This is an optimization exercise on Yosys and OpenROAD, whose aim is small area, a short achievable clock period and few clock cycles per item, not a production implementation.
RTL that was checked went through simulation tests only; none was proved equivalent to the original.
Power is estimated from default activity; no workload was simulated.

==> inputs of v31 <==
## line21_decoder
module line21_decoder (
    input  wire       clk,
    input  wire       rst,           
    input  wire       in_valid,
    output wire       in_ready,
    input  wire [7:0] in_data,
    input  wire       in_last,
    output wire       out_valid,
    input  wire       out_ready,
    output wire       out_ok,
    output wire [3:0] out_cause,
    output wire [7:0] out_byte0,
    output wire [7:0] out_byte1
);
clock: 14.0 ns
lec_check: 0
cap_margin: 20
core_margin: 2
core_utilization: 40
cts_cluster_diameter: 100
cts_cluster_size: 30
slew_margin: 20
standard.sh (not shown) runs the stock make flow with config.mk's settings and CLKGATE_MAP_FILE= SYNTH_SCRIPT=/design/flow/synth_recipe.tcl, a recipe that flattens the netlist after the stock synthesis.
==> flow/flow/run.sh <==
#!/bin/bash
# Layout flow: the standard flow (standard synthesis, floorplan, power
# grid, placement, CTS, routing), with one change: the buffers that the flow
# puts on every input and output port are buf_4 cells instead of the
# buffer_ports default (a clkdlybuf4s50 delay cell).
set -o pipefail
export BUFFER_PORTS_ARGS="-buffer_cell sky130_fd_sc_hd__buf_4"
bash standard.sh > standard.log 2>&1
==> v25 (differences from v31) <==
--- a/flow/design.v
+++ b/flow/design.v
@@ -412,16 +412,18 @@
     reg [23:0] hist;                 
     reg        cz5;                  
     wire [8:0] pos  = f2 ? 9'd0 : ci;
     wire [2:0] ph_e = f2 ? PH_START : ph;
     wire [6:0] len  = ci[6:0] - {3'd0, st};
     wire [8:0]  w    = e_f[fp][8:0];
     wire [7:0]  st20 = {pos[3:0], 4'd0} + {2'd0, pos[3:0], 2'd0};
-    wire [10:0] ci5  = {2'd0, ci} + {ci, 2'd0};
-    reg  [9:0]  w3q;                 
+    wire [17:0] q5_p   = ({9'd0, w} + 18'd4) * 18'd205;
+    wire [18:0] q310_p = {10'd0, w} * 19'd307 + 19'd50;
+    reg  [5:0]  q5;
+    reg  [6:0]  q310;
     reg [3:0] bw_c;
     always @(*) begin
         case (len)
             7'd13:                                           bw_c = 4'd2;
             7'd14, 7'd15, 7'd16, 7'd17, 7'd18, 7'd19:        bw_c = 4'd3;
             7'd20, 7'd21, 7'd22, 7'd23, 7'd24, 7'd25, 7'd26: bw_c = 4'd4;
             7'd27, 7'd28, 7'd29, 7'd30, 7'd31, 7'd32, 7'd33: bw_c = 4'd5;
@@ -435,15 +437,16 @@
         endcase
     end
     wire [4:0] bw2  = {bw, 1'b0};
     wire       s_m2 = hist[bw - 1'b1];
     wire       s_m3 = hist[bw2 - 1'b1];
     reg fv;
     always @(posedge clk) begin
-        w3q <= {1'b0, w} + {w, 1'b0};
+        q5   <= q5_p[15:10];
+        q310 <= q310_p[16:10];
         if (rst)
             fv <= 1'b0;
         else
             fv <= v2 & l2;
         if (v2) begin
             ci   <= pos + 1'b1;
             hist <= {hist[22:0], b2};
@@ -454,15 +457,15 @@
                 stfail <= (pos > 9'd12) | ({1'b0, st20} > w);
                 tn    <= 4'd0;
                 ph    <= PH_COUNT;
             end
             PH_COUNT: if (b2 != hist[0]) begin
                 tn <= tn + 1'b1;
                 if (tn == 4'd12) begin
-                    spfail <= ({2'd0, w} > ci5) | ({ci5, 1'b0} > {2'd0, w3q});
+                    spfail <= (ci < {3'd0, q5}) | (ci > {2'd0, q310});
                     bw    <= bw_c;
                     ph    <= PH_RISE;
                 end
             end
             PH_RISE: if (b2) begin
                 ph <= PH_SAMP;
                 cd <= {1'b0, bw[3:1]} - 1'b1;
==> flow/run.sh (new file) <==
#!/bin/bash
# synth_recipe.tcl (not shown) runs the flow's synth.tcl, then flattens the netlist and writes it again
# the make line also repeats each setting of config.mk as NAME=value (left out here)
make -C /OpenROAD-flow-scripts/flow DESIGN_CONFIG=/design/flow/config.mk WORK_HOME=/design/flow/orfs CLKGATE_MAP_FILE= SYNTH_SCRIPT=/design/flow/synth_recipe.tcl finish
Settings changed: CORE_UTILIZATION 40 to 65, PLACE_DENSITY set to 0.75.
removed: flow/flow/run.sh
removed: flow/standard.sh
==> run summary <==
metric	v31	v25
Status	no timing/DRC/antenna violations	no timing/DRC/antenna violations
Max_slew headroom	27.1%	32.3%
Total Routing Usage GR	11.1%	18.9%
WL met1	42.6 mm	42.9 mm
Internal power summed over all cells	8.11 mW	8.16 mW
Flip-flop and latch share of the layout cell area	76.9%	76.2%
Worst min-delay path startpoint	ring[232][0]	ring[209][7]
Layout cells sized above 1	5.82%	4.08%
Sum of routed wire length over all layers	81.8 mm	88.4 mm
Destination of the worst hold path	ring[233][0]	ring[210][7]
Share of Yosys cell area claimed by the top area cell type	73.7%	71.8%
Number of distinct library cells after synthesis	100	83
Layout net count	3980	4272
Tcrit/Tclk final	29.0%	43.2%
Fraction of power consumed by the clock network	31.3%	30.1%
Signed area change from the synthesized netlist to the final layout	8.67%	6.87%
Count of clock-net buffers in the final layout	98	102
Reported combinational group power	0.154 mW	0.305 mW
Testbench counts of v31, summed over its fixed seeds: cycles 158,646, frames 960.
For v25, only the layout was checked, not whether the RTL still works.


==> build 97: inputs <==
==> flow/design.v <==
module line21_decoder (
    input  wire       clk,
    input  wire       rst,           
    input  wire       in_valid,
    output wire       in_ready,
    input  wire [7:0] in_data,
    input  wire       in_last,
    output wire       out_valid,
    input  wire       out_ready,
    output wire       out_ok,
    output wire [3:0] out_cause,
    output wire [7:0] out_byte0,
    output wire [7:0] out_byte1
);
    localparam N   = 257;            
    localparam D   = 3;              
    localparam PW  = 2;              
    localparam [7:0] BUB = 8'd1;
    integer j;
    function [PW-1:0] inc;
        input [PW-1:0] p;
        inc = (p == D-1) ? {PW{1'b0}} : p + 1'b1;
    endfunction
    reg       rdy;                   
    reg       rdy_i;                 
    reg       a_v, a_l, b_v, b_l;
    reg [7:0] a_d, b_d;
    assign in_ready = rdy;
    wire acc = in_valid & rdy_i;
    reg          e_v    [0:D-1];
    reg          e_done [0:D-1];
    reg [17:0]   e_f    [0:D-1];
    reg [PW-1:0] wp, cp, fp, op;
    reg [1:0]    nc;                 
    reg [7:0] ring [0:N-1];
    wire [7:0] tail = ring[N-1];
    reg        fl;                   
    reg [8:0]  tc;                   
    reg        tz;                   
    reg        h_v;                  
    reg [7:0]  h_d;
    wire rpos   = (nc != 2'd0);
    reg  tbub;                       
    wire nb     = ~fl & ~tbub;
    wire cons   = nb & rpos;
    wire recirc = nb & ~rpos;
    wire uz     = fl | tz | rpos;    
    reg [8:0] cnt;                   
    reg [7:0] m;
    reg       ovf;
    wire [17:0] ecp    = e_f[cp];
    wire [8:0]  tc_end = rpos ? ecp[8:0] : cnt;
    wire        t_end  = (tc == tc_end);   
    wire store    = ~cnt[8];
    wire a_go     = a_v & (~(store | a_l) | (uz & ~recirc & ~h_v))
                        & (~a_l | ~e_v[wp]);
    wire a_free   = ~a_v | a_go;
    wire wr       = a_go & store;
    wire row_done = a_go & a_l;
    wire [7:0] a_map  = (a_d < 8'd15) ? 8'd0 : a_d;
    wire [7:0] m_nx   = (a_d > m) ? a_d : m;
    wire [8:0] cnt_nx = cnt + {8'd0, store};
    wire       pstart = recirc & tz & ~h_v;
    wire [7:0] head   = h_v ? h_d : (pstart ? BUB : (recirc ? tail : (wr ? a_map : BUB)));
    wire b_v_nx = a_free ? 1'b0 : (b_v | acc);
    wire rdy_nx = a_free | ~(b_v | (in_valid & rdy));
    always @(posedge clk) begin
        if (rst)
            h_v <= 1'b0;
        else if (h_v | pstart)
            h_v <= recirc;
        if (recirc)
            h_d <= tail;
    end
    always @(posedge clk) begin
        tbub    <= (ring[N-2] == BUB);
        ring[0] <= head;
        for (j = 1; j < N; j = j + 1)
            ring[j] <= ring[j-1];
    end
    always @(posedge clk) begin
        if (rst) begin
            a_v   <= 1'b0;
            b_v   <= 1'b0;
            rdy   <= 1'b1;
            rdy_i <= 1'b1;
        end else begin
            rdy   <= rdy_nx;
            rdy_i <= ~b_v_nx;
            b_v <= b_v_nx;
            if (a_free)
                a_v <= b_v | acc;
        end
        if (a_free) begin
            a_d <= b_v ? b_d : in_data;
            a_l <= b_v ? b_l : in_last;
        end else if (acc) begin
            b_d <= in_data;
            b_l <= in_last;
        end
    end
    always @(posedge clk) begin
        if (rst) begin
            cnt <= 9'd0;
            m   <= 8'd0;
            ovf <= 1'b0;
        end else if (a_go) begin
            if (a_l) begin
                cnt <= 9'd0;
                m   <= 8'd0;
                ovf <= 1'b0;
            end else begin
                cnt <= cnt_nx;
                m   <= m_nx;
                ovf <= ovf | ~store;
            end
        end
    end
    wire [7:0]  mcp  = ecp[16:9];
    wire [11:0] k14c = {mcp, 4'd0} - {3'd0, mcp, 1'b0};
    wire [11:0] k9c  = {1'b0, mcp, 3'd0} + {4'd0, mcp};
    reg  [11:0] k14, k9;
    reg         v1, f1, l1;
    reg [7:0]   s1;
    always @(posedge clk) begin
        if (rst) begin
            fl <= 1'b1;
            tc <= 9'd1 - N;          
            tz <= 1'b0;
            cp <= {PW{1'b0}};
            v1 <= 1'b0;
        end else begin
            v1 <= cons;
            if (fl) begin
                tc <= tc + 1'b1;
                tz <= (tc == 9'd0);
                if (tc == 9'd0)
                    fl <= 1'b0;
            end else if (nb) begin
                if (t_end) begin
                    tc <= 9'd1;
                    tz <= 1'b1;
                end else begin
                    tc <= tc + 1'b1;
                    tz <= 1'b0;
                end
                if (cons & t_end)
                    cp <= inc(cp);
            end
        end
        s1 <= tail;
        f1 <= tz;
        l1 <= t_end;
        if (tz) begin
            k14 <= k14c;
            k9  <= k9c;
        end
    end
    reg  prevb;
    wire [12:0] s25 = {s1, 4'd0} + {1'b0, s1, 3'd0} + {5'd0, s1};
    wire [12:0] s20 = {s1, 4'd0} + {2'd0, s1, 2'd0};
    wire b1 = (s25 >= {1'b0, k14}) | ((s20 >= {1'b0, k9}) & ~f1 & prevb);
    reg  v2, b2, f2, l2;
    always @(posedge clk) begin
        if (rst)
            v2 <= 1'b0;
        else
            v2 <= v1;
        if (v1)
            prevb <= b1;
        b2 <= b1;
        f2 <= f1;
        l2 <= l1;
    end
    localparam PH_START = 3'd0, PH_COUNT = 3'd1, PH_RISE = 3'd2,
               PH_SAMP  = 3'd3, PH_FULL  = 3'd4, PH_FAIL = 3'd5;
    reg [2:0]  ph;
    reg [8:0]  ci;                   
    reg [3:0]  sc;                   
    reg        stfail;               
    reg        spfail;               
    reg [4:0]  kn;                   
    reg [3:0]  bw;
    reg [23:0] hist;                 
    reg        cz5;                  
    wire [8:0] pos  = f2 ? 9'd0 : ci;
    wire [2:0] ph_e = f2 ? PH_START : ph;
    wire [6:0] len  = ci[6:0] - {3'd0, sc};
    wire       take = (sc == 4'd0);
    wire       hsh  = (ph_e < PH_SAMP) | ((ph_e == PH_SAMP) & ((kn == 5'd0) | take));
    wire [8:0]  w    = e_f[fp][8:0];
    wire [7:0]  st20 = {pos[3:0], 4'd0} + {2'd0, pos[3:0], 2'd0};
    wire [10:0] ci5  = {2'd0, ci} + {ci, 2'd0};
    reg  [9:0]  w3q;                 
    reg [3:0] bw_c;
    always @(*) begin
        case (len)
            7'd13:                                           bw_c = 4'd2;
            7'd14, 7'd15, 7'd16, 7'd17, 7'd18, 7'd19:        bw_c = 4'd3;
            7'd20, 7'd21, 7'd22, 7'd23, 7'd24, 7'd25, 7'd26: bw_c = 4'd4;
            7'd27, 7'd28, 7'd29, 7'd30, 7'd31, 7'd32, 7'd33: bw_c = 4'd5;
            7'd34, 7'd35, 7'd36, 7'd37, 7'd38, 7'd39:        bw_c = 4'd6;
            7'd40, 7'd41, 7'd42, 7'd43, 7'd44, 7'd45, 7'd46: bw_c = 4'd7;
            7'd47, 7'd48, 7'd49, 7'd50, 7'd51, 7'd52:        bw_c = 4'd8;
            7'd53, 7'd54, 7'd55, 7'd56, 7'd57, 7'd58, 7'd59: bw_c = 4'd9;
            7'd60, 7'd61, 7'd62, 7'd63, 7'd64, 7'd65, 7'd66: bw_c = 4'd10;
            7'd67, 7'd68, 7'd69, 7'd70, 7'd71, 7'd72:        bw_c = 4'd11;
            default:                                         bw_c = 4'd12;
        endcase
    end
    wire [4:0] bw2  = {bw, 1'b0};
    wire       s_m2 = hist[bw - 1'b1];
    wire       s_m3 = hist[bw2 - 1'b1];
    reg fv;
    always @(posedge clk) begin
        w3q <= {1'b0, w} + {w, 1'b0};
        if (rst)
            fv <= 1'b0;
        else
            fv <= v2 & l2;
        if (v2) begin
            ci   <= pos + 1'b1;
            if (hsh)
                hist <= {hist[22:0], b2};
            ph   <= ph_e;
            case (ph_e)
            PH_START: if (b2) begin
                sc     <= pos[3:0];
                stfail <= (pos > 9'd12) | ({1'b0, st20} > w);
                kn     <= 5'd0;
                ph     <= PH_COUNT;
            end
            PH_COUNT: if (b2 != hist[0]) begin
                kn <= kn + 1'b1;
                if (kn == 5'd12) begin
                    spfail <= ({2'd0, w} > ci5) | ({ci5, 1'b0} > {2'd0, w3q});
                    bw     <= bw_c;
                    ph     <= PH_RISE;
                end
            end
            PH_RISE: if (b2) begin
                ph <= PH_SAMP;
                sc <= {1'b0, bw[3:1]} - 1'b1;
                kn <= 5'd0;
            end
            PH_SAMP: if (take) begin
                sc <= bw - 1'b1;
                kn <= kn + 1'b1;
                if (kn == 5'd0) begin
                    cz5 <= (pos < {4'd0, bw2});
                    if ((pos < {4'd0, bw2}) || ({s_m3, s_m2, b2} != 3'b001))
                        ph <= PH_FAIL;
                end else if (kn == 5'd16)
                    ph <= PH_FULL;
            end else
                sc <= sc - 1'b1;
            default: ;
            endcase
        end
    end
    wire [6:0] byte0 = {hist[9], hist[10], hist[11], hist[12], hist[13], hist[14], hist[15]};
    wire [6:0] byte1 = {hist[1], hist[2], hist[3], hist[4], hist[5], hist[6], hist[7]};
    wire [17:0] efp  = e_f[fp];
    wire        par  = (^hist[15:8]) & (^hist[7:0]);
    reg  [3:0] rc;
    always @(*) begin
        if (efp[17])                            rc = 4'd8;
        else if (efp[16:9] < 8'd32)             rc = 4'd1;
        else if (ph == PH_START)                rc = 4'd2;
        else if (stfail)                        rc = 4'd3;
        else if (ph == PH_COUNT)                rc = 4'd2;
        else if (spfail)                        rc = 4'd3;
        else case (ph)
            PH_RISE:                            rc = 4'd7;
            PH_SAMP:                            rc = 4'd5;
            PH_FULL:                            rc = par ? 4'd0 : 4'd6;
            default:                            rc = cz5 ? 4'd5 : 4'd4;
        endcase
    end
    reg       o_v, o_ok;
    reg [3:0] o_c;
    reg [6:0] o_b0, o_b1;
    assign out_valid = o_v;
    assign out_ok    = o_ok;
    assign out_cause = o_c;
    assign out_byte0 = {1'b0, o_b0};
    assign out_byte1 = {1'b0, o_b1};
    wire [17:0] eop    = e_f[op];
    reg         o_busy;              
    wire        o_load = ~o_busy & e_done[op];
    always @(posedge clk) begin
        if (rst) begin
            o_v    <= 1'b0;
            o_busy <= 1'b0;
            wp  <= {PW{1'b0}};
            fp  <= {PW{1'b0}};
            op  <= {PW{1'b0}};
            nc  <= 2'd0;
            for (j = 0; j < D; j = j + 1) begin
                e_v[j]    <= 1'b0;
                e_done[j] <= 1'b0;
            end
        end else begin
            o_v    <= o_load | (o_v & ~out_ready);
            o_busy <= o_load | (o_busy & ~out_ready);
            nc <= nc + {1'b0, row_done} - {1'b0, cons & t_end};
            if (row_done) begin
                e_v[wp] <= 1'b1;
                wp      <= inc(wp);
            end
            if (fv) begin
                e_done[fp] <= 1'b1;
                fp         <= inc(fp);
            end
            if (o_load) begin
                e_v[op]    <= 1'b0;
                e_done[op] <= 1'b0;
                op         <= inc(op);
            end
        end
        if (row_done)
            e_f[wp] <= {ovf | ~store, m_nx, cnt_nx};
        if (fv)
            e_f[fp] <= {rc, (rc == 4'd0) ? {byte1, byte0} : 14'd0};
        if (o_load) begin
            o_ok <= (eop[17:14] == 4'd0);
            o_c  <= eop[17:14];
            o_b0 <= eop[6:0];
            o_b1 <= eop[13:7];
        end
    end
endmodule
==> flow/flow/run.sh <==
#!/bin/bash
# Layout flow: the standard flow (standard synthesis, floorplan, power
# grid, placement, CTS, routing), with one change: the buffers that the flow
# puts on every input and output port are buf_4 cells instead of the
# buffer_ports default (a clkdlybuf4s50 delay cell).
set -o pipefail
export BUFFER_PORTS_ARGS="-buffer_cell sky130_fd_sc_hd__buf_4"
bash standard.sh > standard.log 2>&1
==> flow/standard.sh <==
#!/bin/bash
# synth_recipe.tcl (not shown) runs the flow's synth.tcl, then flattens the netlist and writes it again
# the make line also repeats each setting of config.mk as NAME=value (left out here)
make -C /OpenROAD-flow-scripts/flow DESIGN_CONFIG=/design/flow/config.mk WORK_HOME=/design/flow/orfs CLKGATE_MAP_FILE= SYNTH_SCRIPT=/design/flow/synth_recipe.tcl "${@:-finish}"
==> flow/config.mk <==
export PLATFORM = sky130hd
export DESIGN_NAME = line21_decoder
export DESIGN_NICKNAME = line21_decoder
export VERILOG_FILES = /design/flow/design.v
export SDC_FILE = /design/flow/constraint.sdc
export NUM_CORES = 4
export LEC_CHECK = 0
export CAP_MARGIN = 20
export CORE_MARGIN = 2
export CORE_UTILIZATION = 40
export CTS_CLUSTER_DIAMETER = 100
export CTS_CLUSTER_SIZE = 30
export SLEW_MARGIN = 20
==> flow/constraint.sdc <==
create_clock -name core_clock -period 14.0 [get_ports {clk}]
set_input_delay 2.8000 -clock core_clock [delete_from_list [all_inputs] [get_ports {clk}]]
set_output_delay 2.8000 -clock core_clock [all_outputs]
set_load 0.01 [all_outputs]
==> inputs of build 26, as changes to build 97 <==
==> flow/design.v, changed modules only <==
module line21_decoder (
    input  wire       clk,
    input  wire       rst,           
    input  wire       in_valid,
    output wire       in_ready,
    input  wire [7:0] in_data,
    input  wire       in_last,
    output wire       out_valid,
    input  wire       out_ready,
    output wire       out_ok,
    output wire [3:0] out_cause,
    output wire [7:0] out_byte0,
    output wire [7:0] out_byte1
);
    localparam N   = 257;            
    localparam D   = 3;              
    localparam PW  = 2;              
    localparam [7:0] BUB = 8'd1;
    integer j;
    function [PW-1:0] inc;
        input [PW-1:0] p;
        inc = (p == D-1) ? {PW{1'b0}} : p + 1'b1;
    endfunction
    reg       rdy;
    reg       a_v, a_l, b_v, b_l;
    reg [7:0] a_d, b_d;
    assign in_ready = rdy;
    wire acc = in_valid & rdy;
    reg          e_v    [0:D-1];
    reg          e_done [0:D-1];
    reg [17:0]   e_f    [0:D-1];
    reg [PW-1:0] wp, cp, fp, op;
    reg [1:0]    nc;                 
    reg [7:0] ring [0:N-1];
    wire [7:0] tail = ring[N-1];
    reg        fl;                   
    reg [8:0]  tc;                   
    reg        tz;                   
    reg        h_v;                  
    reg [7:0]  h_d;
    wire rpos   = (nc != 2'd0);
    wire nb     = ~fl & (tail != BUB);
    wire cons   = nb & rpos;
    wire recirc = nb & ~rpos;
    wire uz     = fl | tz | rpos;    
    reg [8:0] cnt;                   
    reg [7:0] m;
    reg       ovf;
    wire [17:0] ecp    = e_f[cp];
    wire [8:0]  tc_end = rpos ? ecp[8:0] : cnt;
    wire        t_end  = (tc == tc_end);   
    wire store    = ~cnt[8];
    wire a_go     = a_v & (~(store | a_l) | (uz & ~recirc & ~h_v))
                        & (~a_l | ~e_v[wp]);
    wire a_free   = ~a_v | a_go;
    wire wr       = a_go & store;
    wire row_done = a_go & a_l;
    wire [7:0] a_map  = (a_d < 8'd15) ? 8'd0 : a_d;
    wire [7:0] m_nx   = (a_d > m) ? a_d : m;
    wire [8:0] cnt_nx = cnt + {8'd0, store};
    wire       pstart = recirc & tz & ~h_v;
    wire [7:0] head   = h_v ? h_d : (pstart ? BUB : (recirc ? tail : (wr ? a_map : BUB)));
    wire b_v_nx = a_free ? 1'b0 : (b_v | acc);
    always @(posedge clk) begin
        if (rst)
            h_v <= 1'b0;
        else if (h_v | pstart)
            h_v <= recirc;
        if (recirc)
            h_d <= tail;
    end
    always @(posedge clk) begin
        ring[0] <= head;
        for (j = 1; j < N; j = j + 1)
            ring[j] <= ring[j-1];
    end
    always @(posedge clk) begin
        if (rst) begin
            a_v <= 1'b0;
            b_v <= 1'b0;
            rdy <= 1'b1;
        end else begin
            rdy <= ~b_v_nx;
            b_v <= b_v_nx;
            if (a_free)
                a_v <= b_v | acc;
        end
        if (a_free) begin
            a_d <= b_v ? b_d : in_data;
            a_l <= b_v ? b_l : in_last;
        end else if (acc) begin
            b_d <= in_data;
            b_l <= in_last;
        end
    end
    always @(posedge clk) begin
        if (rst) begin
            cnt <= 9'd0;
            m   <= 8'd0;
            ovf <= 1'b0;
        end else if (a_go) begin
            if (a_l) begin
                cnt <= 9'd0;
                m   <= 8'd0;
                ovf <= 1'b0;
            end else begin
                cnt <= cnt_nx;
                m   <= m_nx;
                ovf <= ovf | ~store;
            end
        end
    end
    wire [18:0] thi_p = {11'd0, ecp[16:9]} * 19'd1147 + 19'd1962;
    wire [17:0] tlo_p = {10'd0, ecp[16:9]} * 18'd461 + 18'd963;
    reg  [7:0]  thi, tlo;
    reg         v1, f1, l1;
    reg [7:0]   s1;
    always @(posedge clk) begin
        if (rst) begin
            fl <= 1'b1;
            tc <= 9'd1 - N;          
            tz <= 1'b0;
            cp <= {PW{1'b0}};
            v1 <= 1'b0;
        end else begin
            v1 <= cons;
            if (fl) begin
                tc <= tc + 1'b1;
                tz <= (tc == 9'd0);
                if (tc == 9'd0)
                    fl <= 1'b0;
            end else if (nb) begin
                if (t_end) begin
                    tc <= 9'd1;
                    tz <= 1'b1;
                end else begin
                    tc <= tc + 1'b1;
                    tz <= 1'b0;
                end
                if (cons & t_end)
                    cp <= inc(cp);
            end
        end
        s1 <= tail;
        f1 <= tz;
        l1 <= t_end;
        if (tz) begin
            thi <= thi_p[18:11];
            tlo <= tlo_p[17:10];
        end
    end
    reg  prevb;
    wire b1 = (s1 >= thi) | ((s1 >= tlo) & ~f1 & prevb);
    reg  v2, b2, f2, l2;
    always @(posedge clk) begin
        if (rst)
            v2 <= 1'b0;
        else
            v2 <= v1;
        if (v1)
            prevb <= b1;
        b2 <= b1;
        f2 <= f1;
        l2 <= l1;
    end
    localparam PH_START = 3'd0, PH_COUNT = 3'd1, PH_RISE = 3'd2,
               PH_SAMP  = 3'd3, PH_FULL  = 3'd4, PH_FAIL = 3'd5;
    reg [2:0]  ph;
    reg [8:0]  ci;                   
    reg [3:0]  st;                   
    reg        stbig;                
    reg [6:0]  sp;                   
    reg        spbig;                
    reg [3:0]  tn;                   
    reg [3:0]  bw;
    reg [3:0]  cd;                   
    reg [4:0]  k;                    
    reg [15:0] db;
    reg [23:0] hist;                 
    reg        cz5;                  
    wire [8:0] pos  = f2 ? 9'd0 : ci;
    wire [2:0] ph_e = f2 ? PH_START : ph;
    wire [6:0] len  = ci[6:0] - {3'd0, st};
    reg [3:0] bw_c;
    always @(*) begin
        case (len)
            7'd13:                                           bw_c = 4'd2;
            7'd14, 7'd15, 7'd16, 7'd17, 7'd18, 7'd19:        bw_c = 4'd3;
            7'd20, 7'd21, 7'd22, 7'd23, 7'd24, 7'd25, 7'd26: bw_c = 4'd4;
            7'd27, 7'd28, 7'd29, 7'd30, 7'd31, 7'd32, 7'd33: bw_c = 4'd5;
            7'd34, 7'd35, 7'd36, 7'd37, 7'd38, 7'd39:        bw_c = 4'd6;
            7'd40, 7'd41, 7'd42, 7'd43, 7'd44, 7'd45, 7'd46: bw_c = 4'd7;
            7'd47, 7'd48, 7'd49, 7'd50, 7'd51, 7'd52:        bw_c = 4'd8;
            7'd53, 7'd54, 7'd55, 7'd56, 7'd57, 7'd58, 7'd59: bw_c = 4'd9;
            7'd60, 7'd61, 7'd62, 7'd63, 7'd64, 7'd65, 7'd66: bw_c = 4'd10;
            7'd67, 7'd68, 7'd69, 7'd70, 7'd71, 7'd72:        bw_c = 4'd11;
            default:                                         bw_c = 4'd12;
        endcase
    end
    wire [4:0] bw2  = {bw, 1'b0};
    wire       s_m2 = hist[bw - 1'b1];
    wire       s_m3 = hist[bw2 - 1'b1];
    reg fv;
    always @(posedge clk) begin
        if (rst)
            fv <= 1'b0;
        else
            fv <= v2 & l2;
        if (v2) begin
            ci   <= pos + 1'b1;
            hist <= {hist[22:0], b2};
            ph   <= ph_e;
            case (ph_e)
            PH_START: if (b2) begin
                st    <= pos[3:0];
                stbig <= (pos > 9'd12);
                tn    <= 4'd0;
                ph    <= PH_COUNT;
            end
            PH_COUNT: if (b2 != hist[0]) begin
                tn <= tn + 1'b1;
                if (tn == 4'd12) begin
                    sp    <= ci[6:0];
                    spbig <= (ci > 9'd76);
                    bw    <= bw_c;
                    ph    <= PH_RISE;
                end
            end
            PH_RISE: if (b2) begin
                ph <= PH_SAMP;
                cd <= {1'b0, bw[3:1]} - 1'b1;
                k  <= 5'd0;
            end
            PH_SAMP: if (cd == 4'd0) begin
                cd <= bw - 1'b1;
                k  <= k + 1'b1;
                if (k == 5'd0) begin
                    cz5 <= (pos < {4'd0, bw2});
                    if ((pos < {4'd0, bw2}) || ({s_m3, s_m2, b2} != 3'b001))
                        ph <= PH_FAIL;
                end else begin
                    db <= {b2, db[15:1]};
                    if (k == 5'd16)
                        ph <= PH_FULL;
                end
            end else
                cd <= cd - 1'b1;
            default: ;
            endcase
        end
    end
    wire [17:0] efp  = e_f[fp];
    wire [8:0]  w    = efp[8:0];
    wire [7:0]  st20 = {st, 4'd0} + {2'd0, st, 2'd0};
    wire        stfail = stbig | ({1'b0, st20} > w);
    wire [9:0]  sp5  = {3'd0, sp} + {1'b0, sp, 2'd0};
    wire [10:0] w3   = {2'd0, w} + {1'b0, w, 1'b0};
    wire        spfail = spbig | ({1'b0, w} > sp5) | ({sp5, 1'b0} > w3);
    wire        par  = (^db[7:0]) & (^db[15:8]);
    reg  [3:0] rc;
    always @(*) begin
        if (efp[17])                            rc = 4'd8;
        else if (efp[16:9] < 8'd32)             rc = 4'd1;
        else if (ph == PH_START)                rc = 4'd2;
        else if (stfail)                        rc = 4'd3;
        else if (ph == PH_COUNT)                rc = 4'd2;
        else if (spfail)                        rc = 4'd3;
        else case (ph)
            PH_RISE:                            rc = 4'd7;
            PH_SAMP:                            rc = 4'd5;
            PH_FULL:                            rc = par ? 4'd0 : 4'd6;
            default:                            rc = cz5 ? 4'd5 : 4'd4;
        endcase
    end
    reg       o_v, o_ok;
    reg [3:0] o_c;
    reg [6:0] o_b0, o_b1;
    assign out_valid = o_v;
    assign out_ok    = o_ok;
    assign out_cause = o_c;
    assign out_byte0 = {1'b0, o_b0};
    assign out_byte1 = {1'b0, o_b1};
    wire [17:0] eop    = e_f[op];
    wire        o_load = ~o_v & e_done[op];
    always @(posedge clk) begin
        if (rst) begin
            o_v <= 1'b0;
            wp  <= {PW{1'b0}};
            fp  <= {PW{1'b0}};
            op  <= {PW{1'b0}};
            nc  <= 2'd0;
            for (j = 0; j < D; j = j + 1) begin
                e_v[j]    <= 1'b0;
                e_done[j] <= 1'b0;
            end
        end else begin
            if (o_v & out_ready)
                o_v <= 1'b0;
            else if (o_load)
                o_v <= 1'b1;
            nc <= nc + {1'b0, row_done} - {1'b0, cons & t_end};
            if (row_done) begin
                e_v[wp] <= 1'b1;
                wp      <= inc(wp);
            end
            if (fv) begin
                e_done[fp] <= 1'b1;
                fp         <= inc(fp);
            end
            if (o_load) begin
                e_v[op]    <= 1'b0;
                e_done[op] <= 1'b0;
                op         <= inc(op);
            end
        end
        if (row_done)
            e_f[wp] <= {ovf | ~store, m_nx, cnt_nx};
        if (fv)
            e_f[fp] <= {rc, (rc == 4'd0) ? {db[14:8], db[6:0]} : 14'd0};
        if (o_load) begin
            o_ok <= (eop[17:14] == 4'd0);
            o_c  <= eop[17:14];
            o_b0 <= eop[6:0];
            o_b1 <= eop[13:7];
        end
    end
endmodule
==> flow/run.sh (new file) <==
#!/bin/bash
# synth_recipe.tcl (not shown) runs the flow's synth.tcl, then flattens the netlist and writes it again
# the make line also repeats each setting of config.mk as NAME=value (left out here)
make -C /OpenROAD-flow-scripts/flow DESIGN_CONFIG=/design/flow/config.mk WORK_HOME=/design/flow/orfs CLKGATE_MAP_FILE= SYNTH_SCRIPT=/design/flow/synth_recipe.tcl finish
- CTS_CLUSTER_DIAMETER: 100 -> unset
- CTS_CLUSTER_SIZE: 30 -> unset
removed: flow/flow/run.sh
removed: flow/standard.sh
==> inputs of trial 11, as changes to build 97 <==
--- a/flow/design.v
+++ b/flow/design.v
@@ -13,5 +13,5 @@
     output wire [7:0] out_byte1
 );
-    localparam N   = 257;            
+    localparam N   = 256;            
     localparam D   = 3;              
     localparam PW  = 2;              
@@ -53,5 +53,5 @@
     wire        t_end  = (tc == tc_end);   
     wire store    = ~cnt[8];
-    wire a_go     = a_v & (~(store | a_l) | (uz & ~recirc & ~h_v))
+    wire a_go     = a_v & (~(store | a_l) | (uz & ~recirc & (~h_v | ~store)))
                         & (~a_l | ~e_v[wp]);
     wire a_free   = ~a_v | a_go;
@@ -117,8 +117,5 @@
         end
     end
-    wire [7:0]  mcp  = ecp[16:9];
-    wire [11:0] k14c = {mcp, 4'd0} - {3'd0, mcp, 1'b0};
-    wire [11:0] k9c  = {1'b0, mcp, 3'd0} + {4'd0, mcp};
-    reg  [11:0] k14, k9;
+    reg  [7:0]  mq;                  
     reg         v1, f1, l1;
     reg [7:0]   s1;
@@ -152,10 +149,10 @@
         f1 <= tz;
         l1 <= t_end;
-        if (tz) begin
-            k14 <= k14c;
-            k9  <= k9c;
-        end
+        if (tz)
+            mq <= ecp[16:9];
     end
     reg  prevb;
+    wire [11:0] k14 = {mq, 4'd0} - {3'd0, mq, 1'b0};
+    wire [11:0] k9  = {1'b0, mq, 3'd0} + {4'd0, mq};
     wire [12:0] s25 = {s1, 4'd0} + {1'b0, s1, 3'd0} + {5'd0, s1};
     wire [12:0] s20 = {s1, 4'd0} + {2'd0, s1, 2'd0};
- CTS_CLUSTER_SIZE: 30 -> 25
==> results.sh <==
export IMPL_status="no timing/DRC/antenna violations"
export IMPL_crit_slowest_cell="dfxtp_1"
export IMPL_seqPwrFrac=0.523
export IMPL_antenna_found_initial=8
export IMPL_nNonClkBuffers=47
export IMPL_cpLargestDelayFamily="adder cells"
export IMPL_fin_util=0.471
export IMPL_worstMarginPinSlew_ns=1.17
export IMPL_die_x_um=387
export IMPL_synthDistinctLibCells=79
export IMPL_critPathMaxFanout=26
export IMPL_required_ns=14.51
[end of results for build 26]
==> results.sh <==
export IMPL_seqPwrFrac=0.676
export IMPL_nNonClkBuffers=45
export IMPL_crit_slowest_cell="edfxtp_1"
export IMPL_fin_util=0.438
export IMPL_worstMarginPinSlew_ns=1.04
export IMPL_status="no timing/DRC/antenna violations"
export IMPL_critPathMaxFanout=1
export IMPL_required_ns=11.20
export IMPL_p_clk_frac=0.315
export IMPL_final_setup_worst_slack_ns=9.93
export IMPL_die_x_um=381
export IMPL_antenna_found_initial=2
[end of results for build 97]
==> results.sh <==
export IMPL_cpLargestDelayFamily="flip-flops"
export IMPL_status="no timing/DRC/antenna violations"
export IMPL_critPathMaxFanout=1
export IMPL_synthDistinctLibCells=84
export IMPL_crit_slowest_cell="edfxtp_1"
export IMPL_required_ns=11.20
[end of results for trial 11]
Testbench counts of build 97, summed over its fixed seeds: cycles 158,646, frames 960.
Testbench counts of trial 11, summed over its fixed seeds: cycles 158,631, frames 960.
No functional check of the RTL was part of build 26.

==> port drivers added, routing unchanged <==
The flow's constraints put no driver on any port. The routed layouts listed below were extracted and timed again, unchanged, in two steps. Step 1, drivers: a clkbuf_16 drives clk and a buf_2 each remaining input, both assumed. Step 2 also shifts input and output timing later by t, the mid clock arrival at the registers, as if the neighbouring blocks saw the same clock. Three values: ideal, step 1, step 2; two values: the first two.
run | shift t [ns] | slack for setup (ns) | worst data-port slew with drivers (ns) | pins driven straight from the clock port
v31 | 0.780 | 9.939 / 9.869 / 9.603 | 0.09 | 1
v25 | 0.743 | 7.957 / 7.957 / 7.957 | 0.12 | 1
build 97 | 0.771 | 9.930 / 9.865 / 9.723 | 0.21 | 1
build 26 | 0.843 | 7.925 / 7.925 / 7.925 | 0.09 | 1
trial 11 | 0.776 | 9.920 / 9.846 / 9.760 | 0.03 | 1
After both steps every run listed still meets setup and hold. For v31, which loses most, drivers alone change the setup slack by -0.070 ns; drivers and shift together by -0.336 ns.
